Optimization exercise on an open flow, not production practice.
RTL: at most simulated, not proved equivalent.
Function not checked: runs 1 to 6.
Power: default activity.

File: flow/run.sh
#!/bin/bash
# synth_recipe.tcl (not shown) runs the flow's synth.tcl, then flattens the netlist and writes it again
# the make line also repeats each setting of config.mk as NAME=value (left out here)
make -C /OpenROAD-flow-scripts/flow DESIGN_CONFIG=/design/flow/config.mk WORK_HOME=/design/flow/orfs CLKGATE_MAP_FILE= SYNTH_SCRIPT=/design/flow/synth_recipe.tcl finish
File: flow/config.mk
export PLATFORM = sky130hd
export DESIGN_NAME = ajq_top
export DESIGN_NICKNAME = ajq_top
export VERILOG_FILES = /design/flow/design.v
export SDC_FILE = /design/flow/constraint.sdc
export NUM_CORES = 4
export LEC_CHECK = 0
export CAP_MARGIN = 20
export CORE_MARGIN = 2
export CORE_UTILIZATION = 40
export CTS_BUF_LIST = sky130_fd_sc_hd__clkbuf_4
export SLEW_MARGIN = 20
File: flow/constraint.sdc
create_clock -name core_clock -period 10.0 [get_ports {clk}]
set_input_delay 2.0000 -clock core_clock [delete_from_list [all_inputs] [get_ports {clk}]]
set_output_delay 2.0000 -clock core_clock [all_outputs]
set_load 0.01 [all_outputs]
File: flow/design.v
module ajq_rxq (
    input  wire       clk,
    input  wire       rst,
    input  wire       a_push,
    input  wire [7:0] a_data,
    output wire       a_ok,
    input  wire       b_init,
    input  wire       b_push,
    input  wire       b_pop,
    input  wire [7:0] b_data,
    output wire       b_push_ok,
    output wire       b_pop_ok,
    output wire [7:0] b_head,       
    output wire       empty,
    output wire       full
);
    reg [7:0] mem [0:15];
    reg [3:0] start_q, end_q;
    reg       full_q;
    assign full  = full_q;
    assign empty = (start_q == end_q) && !full_q;
    assign a_ok = a_push && !full_q;
    wire [3:0] end_1  = end_q + 4'd1;
    wire [3:0] end_2  = end_q + 4'd2;
    wire [3:0] end_a  = a_ok ? end_1 : end_q;
    wire       full_a = full_q || (a_ok && end_1 == start_q);
    assign b_push_ok = b_push && !full_a;
    assign b_pop_ok  = b_pop  && !empty && !a_ok || b_pop && a_ok;
    assign b_head = (a_ok && empty) ? a_data : mem[start_q];
    always @(posedge clk) begin
        if (rst || b_init) begin
            start_q <= 4'd0;
            end_q   <= 4'd0;
            full_q  <= 1'b0;
        end else begin
            start_q <= start_q + {3'd0, b_pop_ok};
            end_q   <= end_a + {3'd0, b_push_ok};
            full_q  <= !b_pop_ok && (full_a ||
                       (b_push_ok && (a_ok ? end_2 : end_1) == start_q));
        end
    end
    wire [7:0] wd_even = (a_ok && !end_q[0]) ? a_data : b_data;
    wire [7:0] wd_odd  = (a_ok &&  end_q[0]) ? a_data : b_data;
    integer i;
    always @(posedge clk) begin
        for (i = 0; i < 16; i = i + 1)
            if ((a_ok && end_q == i) || (b_push_ok && end_a == i))
                mem[i] <= i[0] ? wd_odd : wd_even;
    end
endmodule
module ajq_txq (
    input  wire       clk,
    input  wire       rst,
    input  wire       a_pop,
    output wire       a_ok,
    output wire [7:0] a_head,       
    input  wire       b_init,
    input  wire       b_push,
    input  wire       b_pop,
    input  wire [7:0] b_data,
    output wire       b_ok,
    output wire [7:0] b_head,       
    output wire       empty,
    output wire       full
);
    reg [7:0] mem [0:15];
    reg [3:0] start_q, end_q;
    reg       full_q;
    assign full  = full_q;
    assign empty = (start_q == end_q) && !full_q;
    assign a_ok = a_pop && !empty;
    wire [3:0] start_1 = start_q + 4'd1;
    wire [3:0] start_a = a_ok ? start_1 : start_q;
    wire       empty_a = empty || (a_ok && start_1 == end_q);
    wire       full_a  = full_q && !a_ok;
    wire b_push_ok = b_push && !full_a;
    wire b_pop_ok  = b_pop  && !empty_a;
    assign b_ok = b_init || b_push_ok || b_pop_ok;
    wire [2:0] row_even = start_q[3:1] + {2'd0, start_q[0]};
    wire [2:0] row_odd  = start_q[3:1];
    wire [7:0] rd_even  = mem[{row_even, 1'b0}];
    wire [7:0] rd_odd   = mem[{row_odd, 1'b1}];
    assign a_head = start_q[0] ? rd_odd  : rd_even;
    assign b_head = start_a[0] ? rd_odd  : rd_even;
    always @(posedge clk) begin
        if (rst || b_init) begin
            start_q <= 4'd0;
            end_q   <= 4'd0;
            full_q  <= 1'b0;
        end else begin
            start_q <= start_a + {3'd0, b_pop_ok};
            end_q   <= end_q + {3'd0, b_push_ok};
            full_q  <= b_push_ok ? (end_q + 4'd1 == start_a) : (full_a && !b_pop_ok);
        end
    end
    integer i;
    always @(posedge clk) begin
        for (i = 0; i < 16; i = i + 1)
            if (b_push_ok && end_q == i)
                mem[i] <= b_data;
    end
endmodule
module ajq_top #(
    parameter N_RX = 16,
    parameter N_TX = 16
) (
    input  wire        clk,
    input  wire        rst,
    input  wire        drx_req_valid,
    input  wire [39:0] drx_req,
    output wire        drx_req_ready,
    output reg         drx_rsp_valid,
    output wire [33:0] drx_rsp,
    input  wire        dtx_req_valid,
    input  wire [39:0] dtx_req,
    output wire        dtx_req_ready,
    output reg         dtx_rsp_valid,
    output wire [33:0] dtx_rsp,
    input  wire        m_req_valid,
    input  wire [39:0] m_req,
    output wire        m_req_ready,
    output reg         m_rsp_valid,
    output wire [33:0] m_rsp,
    output wire        rxq_empty,
    output wire        rxq_full,
    output wire        txq_empty,
    output wire        txq_full,
    output wire        tx_irq_en,
    output wire [31:0] pkt
);
    localparam [3:0] OP_NOP      = 4'h0,
                     OP_Q_INIT   = 4'h1,
                     OP_Q_PUSH   = 4'h2,
                     OP_Q_POP    = 4'h3,
                     OP_TP_INIT  = 4'h4,
                     OP_RX_EVENT = 4'h5,
                     OP_TX_EVENT = 4'h6,
                     OP_TRY_RECV = 4'h7,
                     OP_TRY_SEND = 4'h8,
                     OP_FR_INIT  = 4'h9,
                     OP_FEED     = 4'hA,
                     OP_POLL     = 4'hB,
                     OP_ENCODE   = 4'hC;
    reg        tx_irq_en_q;
    reg  [7:0] fw_q [0:3];       
    reg  [2:0] position_q;       
    reg [31:0] pkt_q;            
    reg        enc_busy_q;
    reg  [1:0] enc_cnt_q;        
    reg  [7:0] m_b_q;            
    reg  [7:0] enc_s_q [1:3];    
    assign drx_req_ready = 1'b1;
    assign dtx_req_ready = 1'b1;
    assign m_req_ready   = ~enc_busy_q;
    assign tx_irq_en     = tx_irq_en_q;
    assign pkt           = pkt_q;
    wire       drx_acc = drx_req_valid && !rst;
    wire [3:0] drx_op  = drx_req[39:36];
    wire       dtx_acc = dtx_req_valid && !rst;
    wire [3:0] dtx_op  = dtx_req[39:36];
    wire       m_acc   = m_req_valid && !enc_busy_q && !rst;
    wire [3:0] m_op    = m_req[39:36];
    wire       m_q     = m_req[35];
    wire [7:0] m_b     = m_req[7:0];
    wire       enc_step = enc_busy_q && !rst;
    wire rx_event = drx_acc && (drx_op == OP_RX_EVENT);
    wire tx_event = dtx_acc && (dtx_op == OP_TX_EVENT) && tx_irq_en_q;
    wire m_tp_init  = m_acc && (m_op == OP_TP_INIT);
    wire m_q_init   = m_acc && (m_op == OP_Q_INIT);
    wire m_q_push   = m_acc && (m_op == OP_Q_PUSH);
    wire m_q_pop    = m_acc && (m_op == OP_Q_POP);
    wire m_try_recv = m_acc && (m_op == OP_TRY_RECV);
    wire m_try_send = m_acc && (m_op == OP_TRY_SEND);
    wire m_fr_init  = m_acc && (m_op == OP_FR_INIT);
    wire m_feed     = m_acc && (m_op == OP_FEED);
    wire m_poll     = m_acc && (m_op == OP_POLL);
    wire m_encode   = m_acc && (m_op == OP_ENCODE);
    wire       rxq_a_ok, rxq_push_ok, rxq_pop_ok;
    wire       txq_a_ok, txq_b_ok;
    wire [7:0] rxq_head, txq_a_head, txq_b_head;
    wire rxq_b_init = m_tp_init || (m_q_init && !m_q);
    wire rxq_b_push = m_q_push && !m_q;
    wire rxq_b_pop  = (m_q_pop && !m_q) || m_try_recv || m_poll;
    wire       txq_b_init = m_tp_init || (m_q_init && m_q);
    wire       txq_b_pop  = m_q_pop && m_q;
    wire       txq_b_push = (m_q_push && m_q) || m_try_send || m_encode || enc_step;
    wire [7:0] txq_b_data = enc_busy_q ? m_b_q :
                            (m_op == OP_ENCODE) ? m_req[31:24] : m_b;
    ajq_rxq u_rxq (
        .clk(clk), .rst(rst),
        .a_push(rx_event), .a_data(drx_req[7:0]), .a_ok(rxq_a_ok),
        .b_init(rxq_b_init), .b_push(rxq_b_push), .b_pop(rxq_b_pop), .b_data(m_b),
        .b_push_ok(rxq_push_ok), .b_pop_ok(rxq_pop_ok), .b_head(rxq_head),
        .empty(rxq_empty), .full(rxq_full)
    );
    ajq_txq u_txq (
        .clk(clk), .rst(rst),
        .a_pop(tx_event), .a_ok(txq_a_ok), .a_head(txq_a_head),
        .b_init(txq_b_init), .b_push(txq_b_push), .b_pop(txq_b_pop), .b_data(txq_b_data),
        .b_ok(txq_b_ok), .b_head(txq_b_head),
        .empty(txq_empty), .full(txq_full)
    );
    wire       feed_go    = m_feed || (m_poll && rxq_pop_ok);
    wire [7:0] feed_b     = (m_op == OP_FEED) ? m_b : rxq_head;
    wire [7:0] feed_x     = fw_q[0] ^ fw_q[1] ^ fw_q[2] ^ fw_q[3];
    wire       feed_at_ck = position_q[2];
    wire       feed_load  = feed_go && !feed_at_ck;
    wire       feed_match = feed_go && feed_at_ck && (feed_x == feed_b);
    always @(posedge clk) begin
        if (rst || m_fr_init)
            position_q <= 3'd0;
        else if (feed_load)
            position_q <= position_q + 3'd1;
        else if (feed_match)
            position_q <= 3'd0;
    end
    always @(posedge clk) begin
        if (feed_go) begin
            fw_q[0] <= fw_q[1];
            fw_q[1] <= fw_q[2];
            fw_q[2] <= fw_q[3];
            fw_q[3] <= feed_b;
        end
        if (feed_match)
            pkt_q <= {fw_q[0], fw_q[1], fw_q[2], fw_q[3]};
    end
    always @(posedge clk) begin
        if (rst) begin
            enc_busy_q <= 1'b0;
        end else if (m_encode) begin
            enc_busy_q <= txq_b_ok;
        end else if (enc_step) begin
            if (!txq_b_ok || enc_cnt_q == 2'd3)
                enc_busy_q <= 1'b0;
        end
    end
    always @(posedge clk) begin
        if (enc_busy_q) begin
            enc_cnt_q  <= enc_cnt_q + 2'd1;
            enc_s_q[1] <= enc_s_q[2];
            enc_s_q[2] <= enc_s_q[3];
        end else begin
            enc_cnt_q  <= 2'd0;
            enc_s_q[1] <= m_req[15:8];
            enc_s_q[2] <= m_req[7:0];
        end
        enc_s_q[3] <= m_req[31:24] ^ m_req[23:16] ^ m_req[15:8] ^ m_req[7:0];
    end
    always @(posedge clk) begin
        if (rst || m_tp_init)
            tx_irq_en_q <= 1'b0;
        else if ((m_try_send || m_encode || enc_step) && txq_b_ok)
            tx_irq_en_q <= 1'b1;
        else if (tx_event && !txq_a_ok)
            tx_irq_en_q <= 1'b0;
    end
    reg drx_err_q, drx_ok_q;
    always @(posedge clk) begin
        drx_rsp_valid <= drx_acc;
        drx_err_q     <= (drx_op != OP_NOP) && (drx_op != OP_RX_EVENT);
        drx_ok_q      <= (drx_op == OP_NOP) || ((drx_op == OP_RX_EVENT) && rxq_a_ok);
    end
    assign drx_rsp = {drx_err_q, drx_ok_q, 32'h0};
    reg       dtx_err_q, dtx_ok_q;
    reg [7:0] dtx_b_q;
    always @(posedge clk) begin
        dtx_rsp_valid <= dtx_acc;
        dtx_err_q     <= (dtx_op != OP_NOP) && !tx_event;
        dtx_ok_q      <= (dtx_op == OP_NOP) || (tx_event && txq_a_ok);
        dtx_b_q       <= (dtx_op == OP_NOP) ? 8'h00 : txq_a_head;
    end
    assign dtx_rsp = {dtx_err_q, dtx_ok_q, 24'h0, dtx_b_q & {8{~dtx_err_q}}};
    reg       m_err_q, m_ok_q, m_pkt_q, m_pop_q;
    wire      m_reserved = (m_op > OP_ENCODE) || (m_op == OP_RX_EVENT) ||
                           (m_op == OP_TX_EVENT);
    always @(posedge clk) begin
        if (rst)
            m_rsp_valid <= 1'b0;
        else if (enc_busy_q)
            m_rsp_valid <= !txq_b_ok || (enc_cnt_q == 2'd3);
        else
            m_rsp_valid <= m_acc && !(m_encode && txq_b_ok);
        m_err_q <= !enc_busy_q && m_reserved;
        m_pkt_q <= feed_match;
        m_pop_q <= !enc_busy_q && ((m_op == OP_Q_POP) || (m_op == OP_TRY_RECV));
        m_b_q   <= enc_busy_q ? enc_s_q[1] :
                   (m_op == OP_ENCODE) ? m_req[23:16] :
                   (m_op == OP_Q_POP && m_q) ? txq_b_head : rxq_head;
        if (enc_busy_q)
            m_ok_q <= txq_b_ok;
        else case (m_op)
            OP_NOP, OP_TP_INIT, OP_FR_INIT, OP_Q_INIT:
                m_ok_q <= 1'b1;
            OP_Q_PUSH:
                m_ok_q <= m_q ? txq_b_ok : rxq_push_ok;
            OP_TRY_SEND, OP_ENCODE:
                m_ok_q <= txq_b_ok;
            OP_Q_POP:
                m_ok_q <= m_q ? txq_b_ok : rxq_pop_ok;
            OP_TRY_RECV:
                m_ok_q <= rxq_pop_ok;
            OP_FEED, OP_POLL:
                m_ok_q <= feed_match;
            default:
                m_ok_q <= 1'b0;
        endcase
    end
    assign m_rsp = {m_err_q, m_ok_q,
                    pkt_q[31:8] & {24{m_pkt_q}},
                    (pkt_q[7:0] & {8{m_pkt_q}}) | (m_b_q & {8{m_pop_q}})};
endmodule
==> results.txt, run 1 <==
M1 wire length 21200 um; YS warnings 7; Setup Fix Bufs, Post-CTS 0; DR top layer met5; Setup TNS Final 0 ns; remaining global-route overflow 0; CTS tree yes; status timing/DRC/antenna clean; critical path required time 8.00 ns; fmax 176 MHz; CP Class reg -> out; RSZ-0062 raised after global routing false; worst skew pair latency 0.85 ns; Pleak 7.42 nW; Inst Count DP 2130; Pre-Repair DR Iteration Count 6; DRC 0; P&R area growth vs syn 17.8%; Final min period 5.67 ns; worst-margin pin slew 1.12 ns; asr flop ratio synth 0; Main synth FF type edfxtp_1; core region area 0.0452 mm^2; CP endpoint kind output port; WL/cell 20.7 um; clk buf depth 3; Cells after Synth 1430; peak supply drop 71.4 uV; vias in the first global route 11.9k; first-pass GRT wire length 72000 um; EDFF count, synth 320; Final Setup Violations 0; met2 wire length 22400 um; Vias 12.4k; number of port buffers 144; ANT nets after route 0; CTS Hold Bufs 0; Initial Util 0.403; die area 0.0473 mm^2; Clock Tree Root clkbuf_4; num rows 78; Seq cells post-synth 396; number of I/O pins 270; DRT iter0 DRCs 1298; CP max FO 50; Worst slew margin 0.250; HP Class reg -> reg; MaxCap Viol Count 0; layout cell share with drive strength beyond 1 0.166; max-slew violations 0; startpoint types register; clk_skew 0.0794 ns; CP arrival 3.67 ns; Cell Area, Synth 0.0182 mm^2; CTS H-tree depth 3; post-synthesis area per instance 12.7 um^2; post-CTS sizing 0; half-perimeter wire length after placement 33100 um; reg-to-reg slack, setup 5.69 ns; Synth top area share 0.528; cell taking the most area after synthesis edfxtp_1; DR vias/cell 5.31; Die Width 217 um; setup ws final 4.33 ns; met3 WL post-DR 3460 um; GR Util All Layers 0.203; most common cell in the synthesized netlist edfxtp_1; largest net degree at the start of global routing 56; final cell count without fillers 2326; clk slew on worst S/H paths 0.06 ns; Final Cycle Share 0.567; Final Hold Viols 0; unique cell type count in the Yosys netlist 85; part of the Yosys area used for sequential elements 0.611; TritonCTS Buffers 103; TritonCTS Sinks 396; fin util 0.475; drt total wl 48200 um; top cells by area, synth edfxtp_1 (53%), dfxtp_1 (8.4%), xnor2_1 (3.0%), buf_4 (2.7%), mux2_2 (2.4%); Nets 1784; PwrDens 154 mW/mm^2; Final Wtd Congestion 0.854; die height 217 um; top cells by count, synth edfxtp_1 (320), nand2_1 (108), nor2_1 (80); dpl ws 3.82 ns; initial antenna violation count 4
[stage by stage]
stage	area, um^2	hold slack [ns]	power, W
final	21500	0.415	0.00330
after global routing	21500	0.433	0.00344
after floorplan	18400	0.390	0.00192
after detailed placement	20100	0.409	0.00198
after CTS	21400	0.418	0.00333
after global placement	20100	0.400	0.00197
[flip-flops by register name, summed over array words and instances, names as in the netlist, 4 cells and up]
register / flops
u_rxq.mem: 128
u_txq.mem: 128
fw_q: 32
pkt_q: 32
enc_s_q: 24
dtx_b_q: 8
m_b_q: 8
u_rxq.end_q: 4
u_rxq.start_q: 4
u_txq.end_q: 4
u_txq.start_q: 4
[cells by family (layout without fill, tap and decap cells)]
| group | count (synthesis) | after routing | synth area share |
|---|---|---|---|
| AO/OA/AOI/OAI | 264 | 264 | 0.0998 |
| XOR/XNOR | 95 | 95 | 0.0461 |
| adder cells (fa/ha/maj) | 23 | 23 | 0.0158 |
| buffers and inverters | 166 | 404 | 0.0512 |
| flip-flops | 396 | 396 | 0.611 |
| multiplexers | 94 | 94 | 0.0635 |
| other | 2 | 60 | 0.000412 |
| AND/OR/NAND/NOR | 390 | 390 | 0.112 |
[routing by layer]
| metal | vias to the layer above | global-route usage |
|---|---|---|
| met1 | 6031 | 0.279 |
| met2 | 554 | 0.316 |
| met3 | 74 | 0.0411 |
| li1 | 5701 | - |
| met4 | 2 | 0.0826 |
| met5 | - | 0 |
[power by group]
group / internal (W) / leakage, nW / total [W] / switching (W)
clock: 0.000673 / 0.769 / 0.00136 / 0.000682
sequential: 0.00179 / 3.51 / 0.00180 / 0.00000701
combinational: 0.0000568 / 3.15 / 0.000141 / 0.0000839
[layout make-up]
type	instances	area (um^2)
multi-input cells	924	6430
fillers	4044	23700
repair buffers	181	1720
clock inverters	50	229
diodes	2	5.00
clock buffers	143	1070
flip-flops and latches	396	11100
inverters	30	113
well taps	600	751
[path summary, 6_finish.rpt]
check	start	endpoint	depth (start not counted)
max	u_rxq.start_q[2]	rxq_empty	5
min reg2reg	enc_cnt_q[0]	enc_cnt_q[0]	1
max reg2reg	u_rxq.start_q[2]	pkt_q[18]	10
min	enc_cnt_q[0]	enc_cnt_q[0]	1
[critical path, cell delays in order (launching register included)]
cell,delay [ns]
dfxtp_1,0.31
buf_4,0.49
xor2_1,0.13
nor3_1,0.85
and2_1,0.45
clkdlybuf4s50_1,0.61
[layout by cell type, fill, tap and decap left out, drive strengths merged, types with 14 or more instances in the layout]
| cell type | synthesis | routed |
|---|---|---|
| a211oi | 17 | 17 |
| a21oi | 42 | 42 |
| a31oi | 14 | 14 |
| and2 | 44 | 44 |
| buf | 93 | 36 |
| clkbuf | 43 | 144 |
| clkdlybuf4s50 | 0 | 144 |
| clkinv | 2 | 45 |
| conb | 2 | 58 |
| dfxtp | 76 | 76 |
| edfxtp | 320 | 320 |
| ha | 23 | 23 |
| inv | 28 | 32 |
| mux2 | 42 | 42 |
| mux2i | 39 | 39 |
| nand2 | 108 | 108 |
| nand2b | 16 | 16 |
| nand3 | 36 | 36 |
| nor2 | 80 | 80 |
| nor2b | 21 | 21 |
| nor3 | 19 | 19 |
| o21ai | 56 | 56 |
| o22ai | 27 | 27 |
| xnor2 | 63 | 63 |
| xor2 | 32 | 32 |
==> run 2: changes to the inputs <==
--- a/flow/config.mk
+++ b/flow/config.mk
@@ -5,8 +5,11 @@
 export SDC_FILE = /design/flow/constraint.sdc
 export NUM_CORES = 4
 export LEC_CHECK = 0
+export ABC_AREA = 1
 export CAP_MARGIN = 20
 export CORE_MARGIN = 2
 export CORE_UTILIZATION = 40
-export CTS_BUF_LIST = sky130_fd_sc_hd__clkbuf_4
+export CTS_BUF_LIST = sky130_fd_sc_hd__clkbuf_16
+export CTS_CLUSTER_DIAMETER = 100
+export CTS_CLUSTER_SIZE = 30
 export SLEW_MARGIN = 20
==> run 2 against run 1 <==
  * Area after synthesis fell by 0.85%
  * Sequential share of layout area is 2.4 points higher
  * Highest routed layer is now met4
  * Count of clock-buffer cells in the layout shrank 124
  * Critical endpoint is now u_txq.start_q[2]
  * Routed wire length is 1.5% lower
  * Die area down 0.83%
  * Worst hold slack better by 0.016 ns
  * Utilization decreased by 1.3 points
  * Non-clock buffer count fell by 21
  * Power decreased by 14%
  * Sequential power hardly changed
  * Clock power decreased by 34%
==> results.txt, run 2 <==
FILL cells 4160; commonest non-fill, non-tap cell in the layout nand2_1; CP endpoint kind register; layout cell share with drive strength beyond 1 0.0657; top cells by area, synth edfxtp_1 (53%), nand2_1 (9.2%), dfxtp_1 (8.4%), inv_1 (3.6%), buf_4 (2.9%); commonest non-fill, non-tap cells in the layout nand2_1 (445), edfxtp_1 (320), inv_1 (181); EDFF count, synth 320; clk buf depth 3; Cells after Synth 1743; Clock Tree Root clkbuf_16; HP Class reg -> reg; CTS H-tree depth 1; Cell Area, Synth 0.0181 mm^2; P&R area growth vs syn 13.6%; die height 216 um; most common cell in the synthesized netlist nand2_1; startpoint types input port; DRC 0; Setup TNS Final 0 ns; Worst slew margin 0.250; remaining global-route overflow 0; first-pass GRT wire length 71100 um; cell taking the most area after synthesis edfxtp_1; Synth Area in Simple Gates 0.184; worst-margin pin slew 1.12 ns; CP max FO 11; Synth top area share 0.532; Largest regs u_rxq.mem x128, u_txq.mem x128; Worst Path Buf+Inv 5; clk_skew 0.0322 ns; FF-to-FF path depth 14; xor/xnor share of the synthesized area 0.0333; ANT nets after route 0; core region area 0.0444 mm^2; Compound-Gate Fraction of Synth Area 0.0708; worst skew pair latency 0.55 ns; die area 0.0469 mm^2; status timing/DRC/antenna clean; Final min period 5.05 ns; CP max-delay cell nor2_1; number of port buffers 144; vias in the first global route 11.6k; Die Width 216 um; MaxCap Viol Count 0; drt total wl 47500 um; GR Util All Layers 0.200; multi-input gate area in the final layout 0.00576 mm^2; post-synthesis mux area share 0; unique cell type count in the Yosys netlist 60; part of the Yosys area used for sequential elements 0.616; Nets 2024; CP peak stage delay 0.79 ns; initial antenna violation count 1; Pre-Repair DR Iteration Count 5; clk slew on worst S/H paths 0.10 ns; CTS Hold Bufs 0; Inst Count DP 2445; YS warnings 7; register area 0.0111 mm^2; Crit path max-delay family simple AND/OR/NAND/NOR gates; Final Cycle Share 0.505; Initial Util 0.407; Main synth FF type edfxtp_1; Seq cells post-synth 396; RSZ-0062 raised after global routing false; top cells by count, synth nand2_1 (445), edfxtp_1 (320), inv_1 (172); post-CTS sizing 0; Hold Path Depth 1; peak supply drop 91.8 uV; CTS tree yes; half-perimeter wire length after placement 35000 um; Vias 12.4k; DRT iter0 DRCs 1097; Crit. path cell count 14; PwrDens 138 mW/mm^2; max-slew violations 0; asr flop ratio synth 0; fin util 0.462; ANT cells 0; Most common cell on crit path inv_1; DR vias/cell 5.01; TritonCTS Buffers 18; Final Wtd Congestion 0.883; Setup Fix Bufs, Post-CTS 0; largest net degree at the start of global routing 39; Pleak 7.93 nW; Final Setup Violations 0; final cell count without fillers 2480; Synth Area in Adders 0.0159; Final Hold Viols 0; CP Cell Sequence clkdlybuf4s50_1 > nand2_1 > nor2_1 > inv_1 > nor2_1 > inv_1 > nor3_1 > o21ai_2 > inv_1 > ha_1 > ha_1 > inv_1 > o21ai_0 > a21oi_1; number of I/O pins 270; WL/cell 19.1 um; num rows 77; CP Class in -> reg; TritonCTS Sinks 396; fmax 198 MHz; post-synthesis area per instance 10.4 um^2; CP arrival 5.48 ns; largest family of logic cells by synthesized area simple AND/OR/NAND/NOR gates; critical path required time 10.43 ns
-- run 2: cell count changes after synthesis, sizes merged, moves of 13 or more --
cell / change
a22oi: -13
and2: -39
clkbuf: -25
inv: +157
mux2: -42
mux2i: -39
mux4: -13
nand2: +352
nand2b: -16
nand3: +68
nor2: +61
nor2b: -21
o21ai: +49
xnor2: -24
-- run 2: layer usage --
metal  up-vias  routed length (um)  track usage  share of wire
li1       5987                   -            -              -
met1      5956               21900        0.289           0.46
met2       442               21300        0.319           0.45
met3        52                3140       0.0257          0.066
met4         0                1130       0.0548          0.024
met5         -                   0            0              0
-- run 2: path summary, 6_finish.rpt --
kind,start,slack (ns),to
hold / removal,enc_cnt_q[0],0.43,enc_cnt_q[0]
setup / recovery,m_req[37],4.95,u_txq.start_q[2]
hold reg to reg,enc_cnt_q[0],0.43,enc_cnt_q[0]
setup reg to reg,u_rxq.start_q[1],6.40,pkt_q[1]
-- run 2: per-stage QoR --
| stage | hold WS, ns | total power (W) | instance area (um^2) | setup WS (ns) |
|---|---|---|---|---|
| floorplan | 0.399 | 0.00192 | 18300 | 4.32 |
| global placement | 0.407 | 0.00198 | 19900 | 4.27 |
| detailed placement | 0.417 | 0.00198 | 19900 | 4.19 |
| CTS | 0.436 | 0.00286 | 20500 | 4.75 |
| global route | 0.447 | 0.00292 | 20500 | 4.70 |
| finish | 0.431 | 0.00284 | 20500 | 4.95 |
-- run 2: kinds of logic (layout without fill, tap and decap cells) --
group                    Yosys count  count (layout)
flip-flops                       396             396
XOR/XNOR                          67              67
buffers and inverters            290             379
AO/OA/AOI/OAI                    212             212
adder cells (fa/ha/maj)           23              23
AND/OR/NAND/NOR                  753             753
other                              2              58
-- run 2: cell type report --
cell class,instances,share of cell area
Inverter,187,0.0353
Clock buffer,19,0.0232
Clock inverter,13,0.00476
Timing Repair Buffer,160,0.0771
Multi-Input combinational cell,1113,0.281
Tap cell,592,0.0361
Sequential cell,396,0.543
-- run 2: power by group --
group	switching [W]	total [W]	internal, W	leakage, nW
clock	0.000532	0.000897	0.000365	0.312
sequential	0.00000601	0.00180	0.00179	3.51
combinational	0.0000925	0.000143	0.0000500	4.11
==> run 3: changes to the inputs <==
--- a/flow/config.mk
+++ b/flow/config.mk
@@ -9,7 +9,7 @@
 export CAP_MARGIN = 20
 export CORE_MARGIN = 2
 export CORE_UTILIZATION = 40
-export CTS_BUF_LIST = sky130_fd_sc_hd__clkbuf_16
-export CTS_CLUSTER_DIAMETER = 100
-export CTS_CLUSTER_SIZE = 30
+export CTS_BUF_LIST = sky130_fd_sc_hd__clkbuf_8
+export CTS_CLUSTER_DIAMETER = 60
+export CTS_CLUSTER_SIZE = 18
 export SLEW_MARGIN = 20
==> run 3 against run 2 <==
  * Critical path type unchanged
  * Clock skew up 0.0083 ns
  * Flip-flop and latch count unchanged
  * Combinational power about the same
==> results.txt, run 3 <==
worst-margin pin slew 1.11 ns; core region area 0.0444 mm^2; Seq cells post-synth 396; Final Setup Violations 0; unique cell type count in the Yosys netlist 60; TritonCTS Sinks 396; clk_skew 0.0405 ns; DRT iter0 DRCs 1200; reg-to-reg slack, setup 6.39 ns; Cell Area, Synth 0.0181 mm^2; initial antenna violation count 1; Worst slew margin 0.260; vias in the first global route 11.8k; CP max-delay cell clkdlybuf4s50_1; Die Width 216 um; DRC 0; commonest non-fill, non-tap cell in the layout nand2_1; CTS H-tree depth 2; clk slew on worst S/H paths 0.09 ns; Vias 12.6k; commonest non-fill, non-tap cells in the layout nand2_1 (445), edfxtp_1 (320), inv_1 (181); WL/cell 19.0 um; met3 WL post-DR 4050 um; max-slew violations 0; layout cell share with drive strength beyond 1 0.0799; ANT nets after route 0; top cells by area, synth edfxtp_1 (53%), nand2_1 (9.2%), dfxtp_1 (8.4%), inv_1 (3.6%), buf_4 (2.9%); M1 wire length 21100 um; Clock Tree Root clkbuf_8; Crit path max-delay family simple AND/OR/NAND/NOR gates; Setup TNS Final 0 ns; part of the Yosys area used for sequential elements 0.616; setup ws final 5.06 ns; Cells after Synth 1743; Final Wtd Congestion 0.883; die area 0.0469 mm^2; Cell Area, Placed 0.0199 mm^2; Worst Setup EP pkt_q[9]; startpoint types input port; largest net degree at the start of global routing 39; Largest regs u_rxq.mem x128, u_txq.mem x128; P&R area growth vs syn 14.3%; CP peak stage delay 0.55 ns; peak supply drop 84.4 uV; post-synthesis area per instance 10.4 um^2; CP arrival 5.23 ns; HP Class reg -> reg; design area 0.0206 mm^2; Nets 2039; top cells by count, synth nand2_1 (445), edfxtp_1 (320), inv_1 (172); worst r2r src u_rxq.start_q[2]; number of I/O pins 270; num rows 77; Final Hold Viols 0; drt total wl 47800 um; post-CTS sizing 0; PwrDens 142 mW/mm^2; cell taking the most area after synthesis edfxtp_1; dpl ws 4.19 ns; first-pass GRT wire length 71500 um; Pre-Repair DR Iteration Count 7; Crit. path cell count 11; CTS tree yes; most common cell in the synthesized netlist nand2_1; RSZ-0062 raised after global routing false; critical path required time 10.29 ns; status timing/DRC/antenna clean; Pleak 8.01 nW; Synth top area share 0.532; CP Cell Sequence clkdlybuf4s50_1 > inv_1 > nor2_1 > nand2_1 > o21ai_4 > buf_4 > nand3_1 > inv_1 > nand3_1 > nor2_4 > buf_16; met2 wire length 21200 um; MaxCap Viol Count 0; Crit. Startpoint m_req[39]; DR vias/cell 5.01; YS warnings 7; GR Util All Layers 0.204; r2r endpoint pkt_q[9]; Setup Fix Bufs, Post-CTS 0; clk buf depth 3; TritonCTS Buffers 34; FILL cells 4134; CP Class in -> reg; CTS Hold Bufs 0; CP max FO 34; Main synth FF type edfxtp_1; die height 216 um; FF-to-FF path depth 17; Initial Util 0.407; Final Cycle Share 0.494; asr flop ratio synth 0; CP endpoint kind register; worst skew pair latency 0.61 ns; EDFF count, synth 320; Worst Path Buf+Inv 5; half-perimeter wire length after placement 35000 um; remaining global-route overflow 0; fmax 202 MHz; Final min period 4.94 ns; number of port buffers 144; DR top layer met4
[run 3: cell counts after synthesis]
Identical to the previous run, type by type.
[run 3: cells by family after synthesis]
| family | synth area share |
|---|---|
| AOI/OAI and AO/OA | 0.0708 |
| xor gates and xnor gates | 0.0333 |
| adders and majority gates | 0.0159 |
| buffers and inverters | 0.0793 |
| DFF | 0.616 |
| other | 0.000416 |
| and+or+nand+nor | 0.184 |
[run 3: cell type report]
cell class / instances / area, um^2 / share of cell area
flip-flops and latches: 396 / 11100 / 0.539
repair buffers: 159 / 1570 / 0.0762
diodes: 2 / 5.00 / 0.000242
clock buffers: 35 / 482 / 0.0233
inverters: 187 / 723 / 0.0350
multi-input cells: 1113 / 5760 / 0.279
clock inverters: 26 / 229 / 0.0111
well taps: 592 / 741 / 0.0359
[run 3: per-stage QoR]
step | util | instances | hold WS, ns | power [W]
after floorplan | - | 1799 | 0.399 | 0.00192
after global placement | 0.447 | 2444 | 0.407 | 0.00198
after detailed placement | 0.448 | 2445 | 0.417 | 0.00198
after CTS | 0.464 | 2506 | 0.434 | 0.00295
after global routing | 0.465 | 2508 | 0.445 | 0.00303
final | 0.465 | 2510 | 0.429 | 0.00293
[run 3: how the worst min path moves through the flow]
stage | endpoint | startpoint | slack [ns] | depth (start not counted)
after floorplan | enc_cnt_q[0] | enc_cnt_q[0] | 0.40 | 1
after global placement | enc_cnt_q[0] | enc_cnt_q[0] | 0.41 | 1
after detailed placement | enc_s_q[2][2] | enc_s_q[3][2] | 0.42 | 2
after CTS | enc_cnt_q[0] | enc_cnt_q[0] | 0.43 | 1
after global routing | enc_s_q[1][3] | enc_s_q[2][3] | 0.44 | 2
final | enc_cnt_q[0] | enc_cnt_q[0] | 0.43 | 1
[run 3: worst reg2reg max path, stage by stage, from the launching register on]
cell and delay [ns]:
dfxtp_1 0.82, nand2_4 0.22, nor2_4 0.35, nand2_1 0.08, nand2_1 0.08, nor2_1 0.05
nand2_1 0.05, inv_1 0.05, nand2_1 0.07, nand2_1 0.11, nand2_1 0.13, nand2_1 0.09
nand3b_1 0.15, nand2_1 0.07, nor2_1 0.09, nand3_1 0.11, nor2_4 0.49, buf_16 0.25
[run 3: per-layer routing]
layer | vias to the layer above | track usage
met4 | 0 | 0.0758
met5 | - | 0
li1 | 6031 | -
met3 | 81 | 0.0435
met2 | 544 | 0.313
met1 | 5924 | 0.284
[run 3: power breakdown]
group	leakage [nW]	switching, W	internal [W]
Sequential	3.51	0.00000617	0.00179
Combinational	4.11	0.0000927	0.0000500
Clock	0.393	0.000588	0.000405
==> run 4: changes to the inputs <==
==> flow/flow/run.sh (new file) <==
#!/bin/bash
# Layout: the standard flow (standard.sh), with smaller port buffers,
# the synthesis buffers removed and non-critical cells downsized.
set -euo pipefail
export BUFFER_PORTS_ARGS="-buffer_cell sky130_fd_sc_hd__buf_1"
export REMOVE_ABC_BUFFERS=1
export RECOVER_POWER=100
bash standard.sh \
  "BUFFER_PORTS_ARGS=$BUFFER_PORTS_ARGS" \
  "REMOVE_ABC_BUFFERS=$REMOVE_ABC_BUFFERS" \
  "RECOVER_POWER=$RECOVER_POWER" \
  finish > make_finish.log 2>&1
==> flow/standard.sh (new file) <==
#!/bin/bash
# synth_recipe.tcl (not shown) runs the flow's synth.tcl, then flattens the netlist and writes it again
# the make line also repeats each setting of config.mk as NAME=value (left out here)
make -C /OpenROAD-flow-scripts/flow DESIGN_CONFIG=/design/flow/config.mk WORK_HOME=/design/flow/orfs CLKGATE_MAP_FILE= SYNTH_SCRIPT=/design/flow/synth_recipe.tcl "${@:-finish}"
--- a/flow/config.mk
+++ b/flow/config.mk
@@ -9,7 +9,7 @@
 export CAP_MARGIN = 20
 export CORE_MARGIN = 2
 export CORE_UTILIZATION = 40
-export CTS_BUF_LIST = sky130_fd_sc_hd__clkbuf_8
-export CTS_CLUSTER_DIAMETER = 60
-export CTS_CLUSTER_SIZE = 18
+export CTS_BUF_LIST = sky130_fd_sc_hd__clkbuf_16
+export CTS_CLUSTER_DIAMETER = 100
+export CTS_CLUSTER_SIZE = 30
 export SLEW_MARGIN = 20
removed: flow/run.sh
==> run 4 against run 3 <==
  * The layout now fails its checks (max-capacitance violations, max-slew violations)
  * Clock skew down 0.012 ns
  * Non-clock buffer count is the same
  * Flip-flop and latch count did not move
  * Largest cell class unchanged
==> results.txt, run 4 <==
layout cell share with drive strength beyond 1 0.0482; part of the power in combinational logic 0.042; CP arrival 6.68 ns; Main synth FF type edfxtp_1; part of the Yosys area used for sequential elements 0.616; critical path required time 10.26 ns; post-synthesis area per instance 10.4 um^2; HP Class reg -> reg; top cells by area, synth edfxtp_1 (53%), nand2_1 (9.2%), dfxtp_1 (8.4%), inv_1 (3.6%), buf_4 (2.9%); die area 0.0469 mm^2; YS warnings 7; Worst Path Buf+Inv 7; commonest non-fill, non-tap cell in the layout nand2_1; most common cell in the synthesized netlist nand2_1; Compound-Gate Fraction of Synth Area 0.0708; Final Hold Viols 0; commonest non-fill, non-tap cells in the layout nand2_1 (447), edfxtp_1 (320), inv_1 (183); fin util 0.438; TritonCTS Buffers 18; xor/xnor share of the synthesized area 0.0333; Crit path max-delay family buffers and inverters; worst r2r src enc_busy_q; Inst Count DP 2445; startpoint types input port; num rows 77; Cell Area, Synth 0.0181 mm^2; Synth top area share 0.532; Pre-Repair DR Iteration Count 5; cell taking the most area after synthesis edfxtp_1; MaxCap Viol Count 7; peak supply drop 89.8 uV; Most common cell on crit path inv_1; remaining global-route overflow 0; Blocking Checks max-capacitance violations, max-slew violations; WL/cell 19.0 um; CP endpoint kind register; CP peak stage delay 1.51 ns; Cells after Synth 1743; Sw Share 0.222; Final Wtd Congestion 0.856; DR vias/cell 5.06; clk_skew 0.0284 ns; post-CTS sizing 0; core region area 0.0444 mm^2; Die Width 216 um; largest family of logic cells by synthesized area simple AND/OR/NAND/NOR gates; Pleak 7.48 nW; final cell count without fillers 2480; CTS tree yes; top cells by count, synth nand2_1 (445), edfxtp_1 (320), inv_1 (172); Synth Area in Simple Gates 0.184; CP max FO 34; fmax 156 MHz; status failed layout checks; DRT iter0 DRCs 1220; Clock Tree Root clkbuf_16; Nets 2023; vias in the first global route 11.7k; dpl ws 4.57 ns; Final Setup Violations 0; RSZ-0062 raised after global routing false; Initial Util 0.407; Setup TNS Final 0 ns; CP max-delay cell clkbuf_1; reg-to-reg slack, setup 4.50 ns; CP Class in -> reg; Seq cells post-synth 396; FF-to-FF path depth 4; GR Util All Layers 0.198; Hold Path Depth 1; Reg power frac 0.637; Cell Int Power 0.00220 W; clock share of power 0.322; Largest regs u_rxq.mem x128, u_txq.mem x128; Final min period 6.41 ns; Vias 12.5k; drt total wl 47100 um; worst-margin pin slew 2.68 ns; initial antenna violation count 4; Setup Fix Bufs, Post-CTS 0; PwrDens 145 mW/mm^2; CTS Hold Bufs 0; setup ws final 3.59 ns; Overall Power 0.00283 W; first-pass GRT wire length 70200 um; max-slew violations 177; NetSw 0.000626 W; CP Cell Sequence buf_1 > inv_1 > nand2_1 > inv_1 > nand2_1 > nor2_1 > o21ai_0 > inv_1 > nand3_1 > o21ai_4 > clkbuf_1 > nand3_1 > inv_1 > nand3_1 > nor2_4 > buf_16; Hold Path Sink enc_cnt_q[0]; unique cell type count in the Yosys netlist 60; Hold Startpoint enc_cnt_q[0]; die height 216 um; EDFF count, synth 320; clk buf depth 3; half-perimeter wire length after placement 34600 um; post-synthesis mux area share 0; number of port buffers 144; Worst slew margin -0.803; largest net degree at the start of global routing 39; CTS H-tree depth 1; DRC 0; asr flop ratio synth 0; r2r endpoint u_txq.mem[3][0]; P&R area growth vs syn 7.83%; number of I/O pins 270; ANT nets after route 0; Final Cycle Share 0.641; clk slew on worst S/H paths 0.11 ns; Synth Area in Adders 0.0159; TritonCTS Sinks 396; worst skew pair latency 0.55 ns
[run 4: cell counts after synthesis]
No cell type changed its count.
[run 4: through the flow]
step | area [um^2] | hold WS [ns]
floorplan | 17600 | 0.399
global placement | 19000 | 0.406
detailed placement | 19000 | 0.415
CTS | 19600 | 0.436
global route | 19500 | 0.445
finish | 19500 | 0.435
[run 4: power groups by stage]
| stage | logic (W) | clock network (W) | registers [W] |
|---|---|---|---|
| after CTS | 0.000120 | 0.000924 | 0.00180 |
| after global placement | 0.000117 | 0 | 0.00184 |
| after floorplan | 0.0000650 | 0 | 0.00184 |
| after global routing | 0.000130 | 0.000975 | 0.00180 |
| after detailed placement | 0.000119 | 0 | 0.00184 |
| final | 0.000117 | 0.000910 | 0.00180 |
[run 4: cell type report]
type,count,area [um^2]
Fill cell,4208,24900
Clock buffer,20,500
Inverter,187,719
Sequential cell,396,11100
Clock inverter,12,91.3
Timing Repair Buffer,159,628
Multi-Input combinational cell,1113,5660
Tap cell,592,741
Antenna cell,1,2.50
[run 4: cell families after synthesis]
family | after synthesis
compound gates | 212
xor+xnor | 67
fa+ha+maj | 23
buf+inv | 290
flops | 396
other cells | 2
simple gates | 753
[run 4: worst max path at each step]
stage,startpoint,end,slack (ns),cells after the start
2_1_floorplan,m_req[39],pkt_q[0],4.25,8
5_1_grt,rst,pkt_q[6],3.08,16
3_3_place_gp,rst,pkt_q[9],4.65,15
4_1_cts,rst,pkt_q[17],5.16,15
6_report,rst,pkt_q[14],3.59,16
3_5_place_dp,rst,pkt_q[27],4.57,15
[run 4: metal layers]
metal | track usage | share of wire
met2 | 0.315 | 0.45
met4 | 0.0591 | 0.028
met5 | 0 | 0.00038
met1 | 0.281 | 0.45
met3 | 0.0303 | 0.071
==> run 5: changes to the inputs <==
--- a/flow/flow/run.sh
+++ b/flow/flow/run.sh
@@ -4,9 +4,7 @@
 set -euo pipefail
 export BUFFER_PORTS_ARGS="-buffer_cell sky130_fd_sc_hd__buf_1"
 export REMOVE_ABC_BUFFERS=1
-export RECOVER_POWER=100
 bash standard.sh \
   "BUFFER_PORTS_ARGS=$BUFFER_PORTS_ARGS" \
   "REMOVE_ABC_BUFFERS=$REMOVE_ABC_BUFFERS" \
-  "RECOVER_POWER=$RECOVER_POWER" \
   finish > make_finish.log 2>&1
==> run 5 against run 4 <==
  * The run now finishes clean
  * Clock power about the same
  * Count of clock-buffer cells in the layout stayed put
  * Global-route usage unchanged
  * Design area rose by 0.90%
  * Worst hold slack about the same
  * Critical endpoint is now pkt_q[18]
  * Highest routed layer unchanged
==> results.txt, run 5 <==
asr flop ratio synth 0; core region area 0.0444 mm^2; status timing/DRC/antenna clean; P&R area growth vs syn 8.80%; top cells by area, synth edfxtp_1 (53%), nand2_1 (9.2%), dfxtp_1 (8.4%), inv_1 (3.6%), buf_4 (2.9%); layout cell share with drive strength beyond 1 0.0689; WL/cell 19.0 um; Final Setup Violations 0; Die Width 216 um; EDFF count, synth 320; peak supply drop 89.1 uV; commonest non-fill, non-tap cells in the layout nand2_1 (445), edfxtp_1 (320), inv_1 (179); DRC 0; Seq cells post-synth 396; post-CTS sizing 0; Initial Util 0.407; max-slew violations 0; drt total wl 47000 um; RSZ-0062 raised after global routing false; number of I/O pins 270; half-perimeter wire length after placement 34600 um; Cells after Synth 1743; clk slew on worst S/H paths 0.11 ns; Pleak 7.56 nW; Final min period 4.62 ns; first-pass GRT wire length 70200 um; MaxCap Viol Count 0; critical path required time 10.27 ns; Vias 12.5k; GR Util All Layers 0.198; number of port buffers 144; YS warnings 7; CTS tree yes; initial antenna violation count 3; Largest regs u_rxq.mem x128, u_txq.mem x128; Main synth FF type edfxtp_1; Cell Area, Synth 0.0181 mm^2; Worst slew margin 0.226; fmax 217 MHz; Final Wtd Congestion 0.856; CP Class in -> reg; Final Cycle Share 0.462; vias in the first global route 11.7k; DR vias/cell 5.04; Clock Tree Root clkbuf_16; largest net degree at the start of global routing 39; cell taking the most area after synthesis edfxtp_1; clk_skew 0.0254 ns; die area 0.0469 mm^2; Pre-Repair DR Iteration Count 9; HP Class reg -> reg; Setup Fix Bufs, Post-CTS 0; die height 216 um; TritonCTS Buffers 18; clk buf depth 3; part of the Yosys area used for sequential elements 0.616; CTS H-tree depth 1; FILL cells 4169; fin util 0.442; remaining global-route overflow 0; TritonCTS Sinks 396; num rows 77; top cells by count, synth nand2_1 (445), edfxtp_1 (320), inv_1 (172); CTS Hold Bufs 0; Synth top area share 0.532; unique cell type count in the Yosys netlist 60; CP arrival 4.88 ns; DRT iter0 DRCs 1246; CP endpoint kind register; worst skew pair latency 0.55 ns; commonest non-fill, non-tap cell in the layout nand2_1; most common cell in the synthesized netlist nand2_1; post-synthesis area per instance 10.4 um^2; Setup TNS Final 0 ns; Nets 2023; ANT nets after route 0; CP max FO 34; worst-margin pin slew 1.15 ns; Final Hold Viols 0; startpoint types input port; PwrDens 144 mW/mm^2
-- run 5: changes by cell type in the layout (fill, tap and decap cells not counted), moves of 3 or more --
cell / previous run / this run
o21ai_0: 89 / 65
o21ai_1: 12 / 28
clkbuf_1: 15 / 0
buf_4: 2 / 13
o21ai_2: 3 / 11
o22ai_1: 16 / 9
o22ai_2: 0 / 7
inv_1: 183 / 179
inv_2: 5 / 9
and2_0: 3 / 0
and2_1: 2 / 5
buf_1: 141 / 144
-- run 5: layout make-up --
cell class / count / area, um^2 / share of cell area
clock buffer: 20 / 500 / 0.0255
sequential: 396 / 11100 / 0.567
inverter: 187 / 723 / 0.0368
antenna: 1 / 2.50 / 0.000127
clock inverter: 12 / 91.3 / 0.00465
multi-input combinational: 1113 / 5790 / 0.295
tap: 592 / 741 / 0.0377
timing repair buffer: 159 / 671 / 0.0341
-- run 5: metal layers --
metal / GRT usage / vias to the layer above / part of all wire
li1: - / 5984 / -
met3: 0.0303 / 68 / 0.072
met5: 0 / - / 0.00038
met4: 0.0591 / 4 / 0.027
met2: 0.315 / 491 / 0.45
met1: 0.281 / 5962 / 0.45
-- run 5: stage by stage --
| stage | cell area, um^2 | cells | hold slack (ns) | setup WS (ns) | total power, W |
|---|---|---|---|---|---|
| 6_report | 19600 | 2480 | 0.435 | 5.38 | 0.00283 |
| 5_1_grt | 19600 | 2479 | 0.445 | 5.13 | 0.00291 |
| 4_1_cts | 19600 | 2477 | 0.436 | 5.16 | 0.00284 |
| 3_5_place_dp | 19000 | 2445 | 0.415 | 4.57 | 0.00196 |
| 3_3_place_gp | 19000 | 2445 | 0.406 | 4.65 | 0.00195 |
| 2_1_floorplan | 17600 | 1696 | 0.399 | 4.25 | 0.00190 |
-- run 5: final timing paths --
check | start | endpoint | slack, ns | depth (start not counted)
worst max-delay path | rst | pkt_q[18] | 5.38 | 16
worst min-delay path | enc_cnt_q[0] | enc_cnt_q[0] | 0.43 | 1
worst max register to register | u_rxq.start_q[1] | pkt_q[18] | 6.30 | 14
worst min register to register | enc_cnt_q[0] | enc_cnt_q[0] | 0.43 | 1
-- run 5: worst max-delay path, cell delays in order --
cell and delay, ns:
buf_1 0.14, inv_2 0.15, nand2_1 0.08, inv_2 0.06, nand2_1 0.07, nor2_4 0.33, o21ai_1 0.16, inv_1 0.09
nand3_1 0.12, o21ai_4 0.08, buf_4 0.44, nand3_1 0.13, inv_1 0.09, nand3_1 0.11, nor2_4 0.53, buf_16 0.24
-- run 5: cells by family after synthesis --
family                   count (synthesis)  share of synthesized area
AO/OA/AOI/OAI                          212                     0.0708
flip-flops                             396                      0.616
adder cells (fa/ha/maj)                 23                     0.0159
AND/OR/NAND/NOR                        753                      0.184
buffers and inverters                  290                     0.0793
other                                    2                   0.000416
XOR/XNOR                                67                     0.0333
-- run 5: power breakdown --
part	internal, W	switching (W)
Clock	0.000378	0.000531
Combinational	0.0000306	0.0000901
Sequential	0.00179	0.00000545
Total	0.00220	0.000627
==> run 6: changes to the inputs <==
==> flow/flow/run.sh (replaced) <==
#!/bin/bash
# Layout: the standard flow (standard.sh), with smaller port buffers,
# the synthesis buffers removed and non-critical cells downsized.
set -euo pipefail
export BUFFER_PORTS_ARGS="-buffer_cell sky130_fd_sc_hd__buf_1"
bash standard.sh \
  "BUFFER_PORTS_ARGS=$BUFFER_PORTS_ARGS" \
  finish > make_finish.log 2>&1
==> run 6 against run 5 <==
  * Power down 0.62%
  * Register-to-register slack got worse by 0.15 ns
  * Count of clock-buffer cells in the layout fell by 1
  * Sequential share of layout area increased by 0.078 points
  * Clock skew decreased by 0.0042 ns
  * Still clean
  * Critical endpoint is now pkt_q[9]
  * First-iteration DRC count rose by 4.8%
  * Die area is the same
  * Largest cell class unchanged
  * Synthesized cell count unchanged
  * Global-route usage fell by 0.061 points
  * Area after synthesis stayed put
  * Worst setup slack lost 0.17 ns
  * Highest routed layer unchanged
==> results.txt, run 6 <==
asr flop ratio synth 0; num rows 77; DRT iter0 DRCs 1306; worst skew pair latency 0.55 ns; CTS tree yes; DR vias/cell 5.07; half-perimeter wire length after placement 34700 um; Final Hold Viols 0; CP max-delay cell nor2_4; Largest regs u_rxq.mem x128, u_txq.mem x128; peak supply drop 110 uV; number of I/O pins 270; Pleak 7.56 nW; CP Class in -> reg; Final Setup Violations 0; CP endpoint kind register; Main synth FF type edfxtp_1; part of the Yosys area used for sequential elements 0.616; CTS Hold Bufs 0; top cells by count, synth nand2_1 (445), edfxtp_1 (320), inv_1 (172); post-synthesis mux area share 0; post-CTS sizing 0; clk slew on worst S/H paths 0.10 ns; Synth Area in Adders 0.0159; die height 216 um; Inst Count DP 2449; clk buf depth 3; CP max FO 34; DRC 0; die area 0.0469 mm^2; GR Util All Layers 0.197; Setup Fix Bufs, Post-CTS 0; status timing/DRC/antenna clean; largest family of logic cells by synthesized area simple AND/OR/NAND/NOR gates; Synth top area share 0.532; Overall Power 0.00281 W; layout cell share with drive strength beyond 1 0.0687; first-pass GRT wire length 70000 um; TritonCTS Buffers 18; final cell count without fillers 2486; commonest non-fill, non-tap cell in the layout nand2_1; PwrDens 143 mW/mm^2; xor/xnor share of the synthesized area 0.0333; Nets 2028; CP arrival 4.95 ns; drt total wl 47100 um; RSZ-0062 raised after global routing false; Worst slew margin 0.211; P&R area growth vs syn 8.66%; max-slew violations 0; Initial Util 0.407; core region area 0.0444 mm^2; vias in the first global route 11.6k; WL/cell 19.0 um; Final Wtd Congestion 0.866; Vias 12.6k; Final min period 4.79 ns; worst-margin pin slew 1.17 ns; commonest non-fill, non-tap cells in the layout nand2_1 (445), edfxtp_1 (320), inv_1 (179); Pre-Repair DR Iteration Count 5; remaining global-route overflow 0; Compound-Gate Fraction of Synth Area 0.0708; Seq cells post-synth 396; initial antenna violation count 5; startpoint types input port; Synth Area in Simple Gates 0.184; Cell Area, Synth 0.0181 mm^2; number of port buffers 144; clk_skew 0.0211 ns; FILL cells 4153; MaxCap Viol Count 0; EDFF count, synth 320; CTS H-tree depth 1; post-synthesis area per instance 10.4 um^2; largest net degree at the start of global routing 39; ANT nets after route 0; YS warnings 7; Final Cycle Share 0.479; cell taking the most area after synthesis edfxtp_1; CP peak stage delay 0.86 ns; Setup TNS Final 0 ns; HP Class reg -> reg; TritonCTS Sinks 396; top cells by area, synth edfxtp_1 (53%), nand2_1 (9.2%), dfxtp_1 (8.4%), inv_1 (3.6%), buf_4 (2.9%); Die Width 216 um; critical path required time 10.16 ns; fmax 209 MHz; unique cell type count in the Yosys netlist 60; Most common cell on crit path nand3_1; CP Cell Sequence buf_1 > inv_2 > nand2_1 > inv_2 > nand2_1 > nor2_4 > o21ai_1 > inv_1 > nand3_1 > o21ai_4 > buf_4 > nand3_1 > inv_1 > nand3_1 > nor2_4; Clock Tree Root clkbuf_16; Cells after Synth 1743; most common cell in the synthesized netlist nand2_1
## run 6: cell types whose count changed in the layout (fill, tap and decap cells not counted), sizes merged
cell	delta
clkinv	-2
inv	+2
diode	+2
buf	+3
clkbuf	+1
## run 6: cell families after synthesis
family,after synthesis
fa+ha+maj,23
simple gates,753
other cells,2
flops,396
compound gates,212
buf+inv,290
xor+xnor,67
## run 6: cell type report
type,instances,area [um^2],area share
Multi-Input combinational cell,1113,5760,0.294
Clock buffer,19,475,0.0242
Sequential cell,396,11100,0.567
Antenna cell,3,7.51,0.000383
Clock inverter,12,90.1,0.00459
Tap cell,592,741,0.0377
Inverter,187,723,0.0369
Timing Repair Buffer,164,691,0.0352
## run 6: worst max-delay path, delay by kind of cell
family	cells	cell delay, ns
AOI/OAI and AO/OA	2	0.23
buffers and inverters	6	0.96
and+or+nand+nor	7	1.70
## run 6: metal layers
layer	up-vias	wire, um	track usage
met5	-	29	0
met4	4	1270	0.0568
met3	70	3800	0.0293
met2	558	21000	0.310
met1	5976	21000	0.285
li1	6003	-	-
## run 6: power by group
group	internal [W]	switching, W	leakage (nW)
logic	0.0000319	0.0000914	3.75
clock network	0.000363	0.000526	0.300
registers	0.00179	0.00000605	3.51
total	0.00219	0.000623	7.56
## run 6: metrics by stage
| stage | utilization | hold WS, ns | area (um^2) | worst slack [ns] |
|---|---|---|---|---|
| 2_1_floorplan | - | 0.399 | 18300 | 4.32 |
| 3_3_place_gp | 0.427 | 0.407 | 19000 | 4.69 |
| 3_5_place_dp | 0.428 | 0.414 | 19000 | 4.64 |
| 4_1_cts | 0.440 | 0.439 | 19600 | 5.20 |
| 5_1_grt | 0.442 | 0.448 | 19600 | 4.93 |
| 6_report | 0.442 | 0.436 | 19600 | 5.21 |
## run 6: path summary, 6_finish.rpt
path,start,endpoint,slack [ns],cells after the start
worst max register to register,u_rxq.start_q[0],pkt_q[9],6.15,16
worst max-delay path,rst,pkt_q[9],5.21,15
worst min register to register,enc_cnt_q[0],enc_cnt_q[0],0.44,1
worst min-delay path,enc_cnt_q[0],enc_cnt_q[0],0.44,1
==> run 7: changes to the inputs <==
--- a/flow/design.v
+++ b/flow/design.v
@@ -16,27 +16,24 @@
 );
     reg [7:0] mem [0:15];
     reg [3:0] start_q, end_q;
-    reg       full_q;
-    assign full  = full_q;
-    assign empty = (start_q == end_q) && !full_q;
-    assign a_ok = a_push && !full_q;
-    wire [3:0] end_1  = end_q + 4'd1;
-    wire [3:0] end_2  = end_q + 4'd2;
-    wire [3:0] end_a  = a_ok ? end_1 : end_q;
-    wire       full_a = full_q || (a_ok && end_1 == start_q);
-    assign b_push_ok = b_push && !full_a;
-    assign b_pop_ok  = b_pop  && !empty && !a_ok || b_pop && a_ok;
+    reg [4:0] count_q;
+    assign empty = (count_q == 5'd0);
+    assign full  = count_q[4];
+    assign a_ok = a_push && !full;
+    wire [3:0] end_a   = end_q + {3'd0, a_ok};
+    wire [4:0] count_a = count_q + {4'd0, a_ok};
+    assign b_push_ok = b_push && !count_a[4];
+    assign b_pop_ok  = b_pop  && (count_a != 5'd0);
     assign b_head = (a_ok && empty) ? a_data : mem[start_q];
     always @(posedge clk) begin
         if (rst || b_init) begin
             start_q <= 4'd0;
             end_q   <= 4'd0;
-            full_q  <= 1'b0;
+            count_q <= 5'd0;
         end else begin
             start_q <= start_q + {3'd0, b_pop_ok};
             end_q   <= end_a + {3'd0, b_push_ok};
-            full_q  <= !b_pop_ok && (full_a ||
-                       (b_push_ok && (a_ok ? end_2 : end_1) == start_q));
+            count_q <= count_a + {5{b_pop_ok}} + {4'd0, b_push_ok};
         end
     end
     wire [7:0] wd_even = (a_ok && !end_q[0]) ? a_data : b_data;
@@ -65,16 +62,14 @@
 );
     reg [7:0] mem [0:15];
     reg [3:0] start_q, end_q;
-    reg       full_q;
-    assign full  = full_q;
-    assign empty = (start_q == end_q) && !full_q;
+    reg [4:0] count_q;
+    assign empty = (count_q == 5'd0);
+    assign full  = count_q[4];
     assign a_ok = a_pop && !empty;
-    wire [3:0] start_1 = start_q + 4'd1;
-    wire [3:0] start_a = a_ok ? start_1 : start_q;
-    wire       empty_a = empty || (a_ok && start_1 == end_q);
-    wire       full_a  = full_q && !a_ok;
-    wire b_push_ok = b_push && !full_a;
-    wire b_pop_ok  = b_pop  && !empty_a;
+    wire [3:0] start_a = start_q + {3'd0, a_ok};
+    wire [4:0] count_a = count_q - {4'd0, a_ok};
+    wire b_push_ok = b_push && !count_a[4];
+    wire b_pop_ok  = b_pop  && (count_a != 5'd0);
     assign b_ok = b_init || b_push_ok || b_pop_ok;
     wire [2:0] row_even = start_q[3:1] + {2'd0, start_q[0]};
     wire [2:0] row_odd  = start_q[3:1];
@@ -86,11 +81,11 @@
         if (rst || b_init) begin
             start_q <= 4'd0;
             end_q   <= 4'd0;
-            full_q  <= 1'b0;
+            count_q <= 5'd0;
         end else begin
             start_q <= start_a + {3'd0, b_pop_ok};
             end_q   <= end_q + {3'd0, b_push_ok};
-            full_q  <= b_push_ok ? (end_q + 4'd1 == start_a) : (full_a && !b_pop_ok);
+            count_q <= count_a + {5{b_pop_ok}} + {4'd0, b_push_ok};
         end
     end
     integer i;
@@ -147,8 +142,7 @@
     reg [31:0] pkt_q;            
     reg        enc_busy_q;
     reg  [1:0] enc_cnt_q;        
-    reg  [7:0] m_b_q;            
-    reg  [7:0] enc_s_q [1:3];    
+    reg  [7:0] enc_s_q [0:3];    
     assign drx_req_ready = 1'b1;
     assign dtx_req_ready = 1'b1;
     assign m_req_ready   = ~enc_busy_q;
@@ -184,7 +178,7 @@
     wire       txq_b_init = m_tp_init || (m_q_init && m_q);
     wire       txq_b_pop  = m_q_pop && m_q;
     wire       txq_b_push = (m_q_push && m_q) || m_try_send || m_encode || enc_step;
-    wire [7:0] txq_b_data = enc_busy_q ? m_b_q :
+    wire [7:0] txq_b_data = enc_busy_q ? enc_s_q[0] :
                             (m_op == OP_ENCODE) ? m_req[31:24] : m_b;
     ajq_rxq u_rxq (
         .clk(clk), .rst(rst),
@@ -206,6 +200,7 @@
     wire       feed_at_ck = position_q[2];
     wire       feed_load  = feed_go && !feed_at_ck;
     wire       feed_match = feed_go && feed_at_ck && (feed_x == feed_b);
+    wire       feed_slide = feed_go && feed_at_ck && (feed_x != feed_b);
     always @(posedge clk) begin
         if (rst || m_fr_init)
             position_q <= 3'd0;
@@ -215,12 +210,14 @@
             position_q <= 3'd0;
     end
     always @(posedge clk) begin
-        if (feed_go) begin
-            fw_q[0] <= fw_q[1];
-            fw_q[1] <= fw_q[2];
-            fw_q[2] <= fw_q[3];
+        if (feed_slide || (feed_load && position_q[1:0] == 2'd0))
+            fw_q[0] <= feed_slide ? fw_q[1] : feed_b;
+        if (feed_slide || (feed_load && position_q[1:0] == 2'd1))
+            fw_q[1] <= feed_slide ? fw_q[2] : feed_b;
+        if (feed_slide || (feed_load && position_q[1:0] == 2'd2))
+            fw_q[2] <= feed_slide ? fw_q[3] : feed_b;
+        if (feed_slide || (feed_load && position_q[1:0] == 2'd3))
             fw_q[3] <= feed_b;
-        end
         if (feed_match)
             pkt_q <= {fw_q[0], fw_q[1], fw_q[2], fw_q[3]};
     end
@@ -237,10 +234,12 @@
     always @(posedge clk) begin
         if (enc_busy_q) begin
             enc_cnt_q  <= enc_cnt_q + 2'd1;
+            enc_s_q[0] <= enc_s_q[1];
             enc_s_q[1] <= enc_s_q[2];
             enc_s_q[2] <= enc_s_q[3];
         end else begin
             enc_cnt_q  <= 2'd0;
+            enc_s_q[0] <= m_req[23:16];
             enc_s_q[1] <= m_req[15:8];
             enc_s_q[2] <= m_req[7:0];
         end
@@ -271,6 +270,7 @@
     end
     assign dtx_rsp = {dtx_err_q, dtx_ok_q, 24'h0, dtx_b_q & {8{~dtx_err_q}}};
     reg       m_err_q, m_ok_q, m_pkt_q, m_pop_q;
+    reg [7:0] m_b_q;
     wire      m_reserved = (m_op > OP_ENCODE) || (m_op == OP_RX_EVENT) ||
                            (m_op == OP_TX_EVENT);
     always @(posedge clk) begin
@@ -283,9 +283,7 @@
         m_err_q <= !enc_busy_q && m_reserved;
         m_pkt_q <= feed_match;
         m_pop_q <= !enc_busy_q && ((m_op == OP_Q_POP) || (m_op == OP_TRY_RECV));
-        m_b_q   <= enc_busy_q ? enc_s_q[1] :
-                   (m_op == OP_ENCODE) ? m_req[23:16] :
-                   (m_op == OP_Q_POP && m_q) ? txq_b_head : rxq_head;
+        m_b_q   <= (m_op == OP_Q_POP && m_q) ? txq_b_head : rxq_head;
         if (enc_busy_q)
             m_ok_q <= txq_b_ok;
         else case (m_op)
==> flow/run.sh (new file) <==
#!/bin/bash
# synth_recipe.tcl (not shown) runs the flow's synth.tcl, then flattens the netlist and writes it again
# the make line also repeats each setting of config.mk as NAME=value (left out here)
make -C /OpenROAD-flow-scripts/flow DESIGN_CONFIG=/design/flow/config.mk WORK_HOME=/design/flow/orfs CLKGATE_MAP_FILE= SYNTH_SCRIPT=/design/flow/synth_recipe.tcl finish
==> flow/config.mk (replaced) <==
export PLATFORM = sky130hd
export DESIGN_NAME = ajq_top
export DESIGN_NICKNAME = ajq_top
export VERILOG_FILES = /design/flow/design.v
export SDC_FILE = /design/flow/constraint.sdc
export NUM_CORES = 4
export LEC_CHECK = 0
export CAP_MARGIN = 20
export CORE_MARGIN = 2
export CORE_UTILIZATION = 40
export SLEW_MARGIN = 20
removed: flow/flow/run.sh
removed: flow/standard.sh
==> run 7 against run 6 <==
  * Final cell count fell by 9.7%
  * Highest routed layer is now met4
  * Design area rose by 13%
  * Global-route usage fell by 0.20 points
  * Still clean on timing, DRC and antenna
  * Sequential share of layout area fell by 5.0 points
  * Synthesized cell count fell by 16%
==> results.txt, run 7 <==
M1 wire length 21000 um; worst-margin pin slew 1.14 ns; drt total wl 47300 um; post-synthesis area per instance 12.8 um^2; CP endpoint kind register; Crit path max-delay family simple AND/OR/NAND/NOR gates; Worst slew margin 0.237; Crit. path cell count 10; post-CTS sizing 0; vias in the first global route 11.9k; WL/cell 21.1 um; reg-to-reg slack, setup 5.29 ns; status timing/DRC/antenna clean; top cells by area, synth edfxtp_1 (51%), dfxtp_1 (9.8%), mux2_2 (3.5%), buf_4 (2.8%), xnor2_1 (2.8%); cell taking the most area after synthesis edfxtp_1; Cells after Synth 1462; Pre-Repair DR Iteration Count 7; CTS tree yes; TritonCTS Sinks 412; met3 WL post-DR 3650 um; clk slew on worst S/H paths 0.06 ns; GR Util All Layers 0.195; Cell Area, Placed 0.0206 mm^2; part of the Yosys area used for sequential elements 0.610; CP max-delay cell o21ai_4; Pleak 7.73 nW; number of I/O pins 270; CP arrival 6.44 ns; CTS H-tree depth 2; commonest non-fill, non-tap cell in the layout edfxtp_1; P&R area growth vs syn 17.8%; CTS Hold Bufs 0; Final Setup Violations 0; Die Width 221 um; Nets 1760; Most common cell on crit path nand2_1; peak supply drop 107 uV; clk_skew 0.0158 ns; Largest regs u_rxq.mem x128, u_txq.mem x128; Seq cells post-synth 412; Hold Startpoint enc_cnt_q[0]; worst r2r src u_rxq.start_q[1]; Final Wtd Congestion 0.852; Final Cycle Share 0.629; TritonCTS Buffers 46; layout cell share with drive strength beyond 1 0.126; DR top layer met4; Setup Fix Bufs, Post-CTS 0; CP peak stage delay 0.82 ns; most common cell in the synthesized netlist edfxtp_1; Vias 12.2k; MaxCap Viol Count 0; clk buf depth 3; r2r endpoint fw_q[0][1]; ANT nets after route 0; CP max FO 28; max-slew violations 0; Hold Path Depth 1; unique cell type count in the Yosys netlist 82; design area 0.0221 mm^2; RSZ-0062 raised after global routing false; core region area 0.0465 mm^2; half-perimeter wire length after placement 33600 um; initial antenna violation count 1; fmax 159 MHz; die height 221 um; multi-input gate area in the final layout 0.00673 mm^2; largest net degree at the start of global routing 49; EDFF count, synth 320; Worst Path Buf+Inv 1; Initial Util 0.404; ANT cells 0; top cells by count, synth edfxtp_1 (320), nor2_1 (95), dfxtp_1 (92); num rows 79; Main synth FF type edfxtp_1; Hold Path Sink enc_cnt_q[0]; Final Hold Viols 0; PwrDens 166 mW/mm^2; FF-to-FF path depth 10; register area 0.0115 mm^2; CP Class in -> reg; startpoint types input port; DRT iter0 DRCs 998; CP Cell Sequence clkdlybuf4s50_1 > nor4bb_2 > and4_1 > nor2_2 > o21a_1 > a21o_1 > xnor2_1 > nand2_1 > o21ai_4 > nand2_1; worst skew pair latency 0.56 ns; HP Class reg -> reg; critical path required time 10.16 ns; remaining global-route overflow 0; commonest non-fill, non-tap cells in the layout edfxtp_1 (320), clkdlybuf4s50_1 (144), nor2_1 (95); first-pass GRT wire length 72000 um; DR vias/cell 5.42; Final min period 6.29 ns; Synth top area share 0.512; DRC 0; Setup TNS Final 0 ns; YS warnings 7; number of port buffers 144; die area 0.0487 mm^2; Clock Tree Root clkbuf_16; asr flop ratio synth 0; FILL cells 4055; Cell Area, Synth 0.0188 mm^2; met2 wire length 21600 um
[run 7: cell types whose count changed after synthesis, moves of 31 or more]
cell     delta
mux2_2     +59
and2_1     +43
nand3_1    -66
nand2_1   -359
mux2i_1    +31
o21ai_0    -39
inv_1     -149
[run 7: final cells by class]
type,instances,share of cell area
Sequential cell,412,0.517
Multi-Input combinational cell,950,0.304
Timing Repair Buffer,170,0.0741
Clock buffer,66,0.0587
Tap cell,607,0.0343
Clock inverter,17,0.00757
Inverter,24,0.00407
[run 7: worst max-delay path by stage]
stage	slack [ns]	from	to
finish	3.71	rst	fw_q[0][1]
global route	3.36	rst	u_txq.count_q[4]
CTS	3.67	rst	u_txq.count_q[4]
detailed placement	3.09	rst	u_rxq.mem[4][1]
global placement	3.15	rst	u_txq.count_q[4]
floorplan	2.44	rst	pkt_q[0]
[run 7: cells by family (layout without fill, tap and decap cells)]
| group | count (synthesis) | count (layout) | share of synthesized area |
|---|---|---|---|
| other cells | 2 | 58 | 0.000400 |
| xor+xnor | 88 | 88 | 0.0410 |
| mux | 111 | 111 | 0.0703 |
| flops | 412 | 412 | 0.610 |
| buf+inv | 156 | 277 | 0.0484 |
| fa+ha+maj | 31 | 31 | 0.0214 |
| compound gates | 262 | 262 | 0.0999 |
| simple gates | 400 | 400 | 0.109 |
[run 7: where the power goes]
| part | leakage [nW] | switching [W] | total, W | internal (W) |
|---|---|---|---|---|
| Sequential | 3.64 | 0.00000595 | 0.00187 | 0.00186 |
| Combinational | 3.37 | 0.0000844 | 0.000145 | 0.0000609 |
| Clock | 0.721 | 0.000673 | 0.00165 | 0.000980 |
| Total | 7.73 | 0.000763 | 0.00367 | 0.00290 |
[run 7: stage by stage]
step	power [W]	util	instances	hold WS (ns)	setup WS, ns
after global routing	0.00378	0.477	2246	0.460	3.36
final	0.00367	0.477	2246	0.419	3.71
after CTS	0.00369	0.475	2244	0.425	3.67
after global placement	0.00204	0.444	2161	0.400	3.15
after detailed placement	0.00205	0.444	2161	0.415	3.09
after floorplan	0.00200	-	1518	0.390	2.44
[run 7: metal layers]
layer / vias up / GRT usage
met2: 531 / 0.311
met3: 58 / 0.0324
met5: - / 0
li1: 5649 / -
met1: 5936 / 0.276
met4: 0 / 0.0542
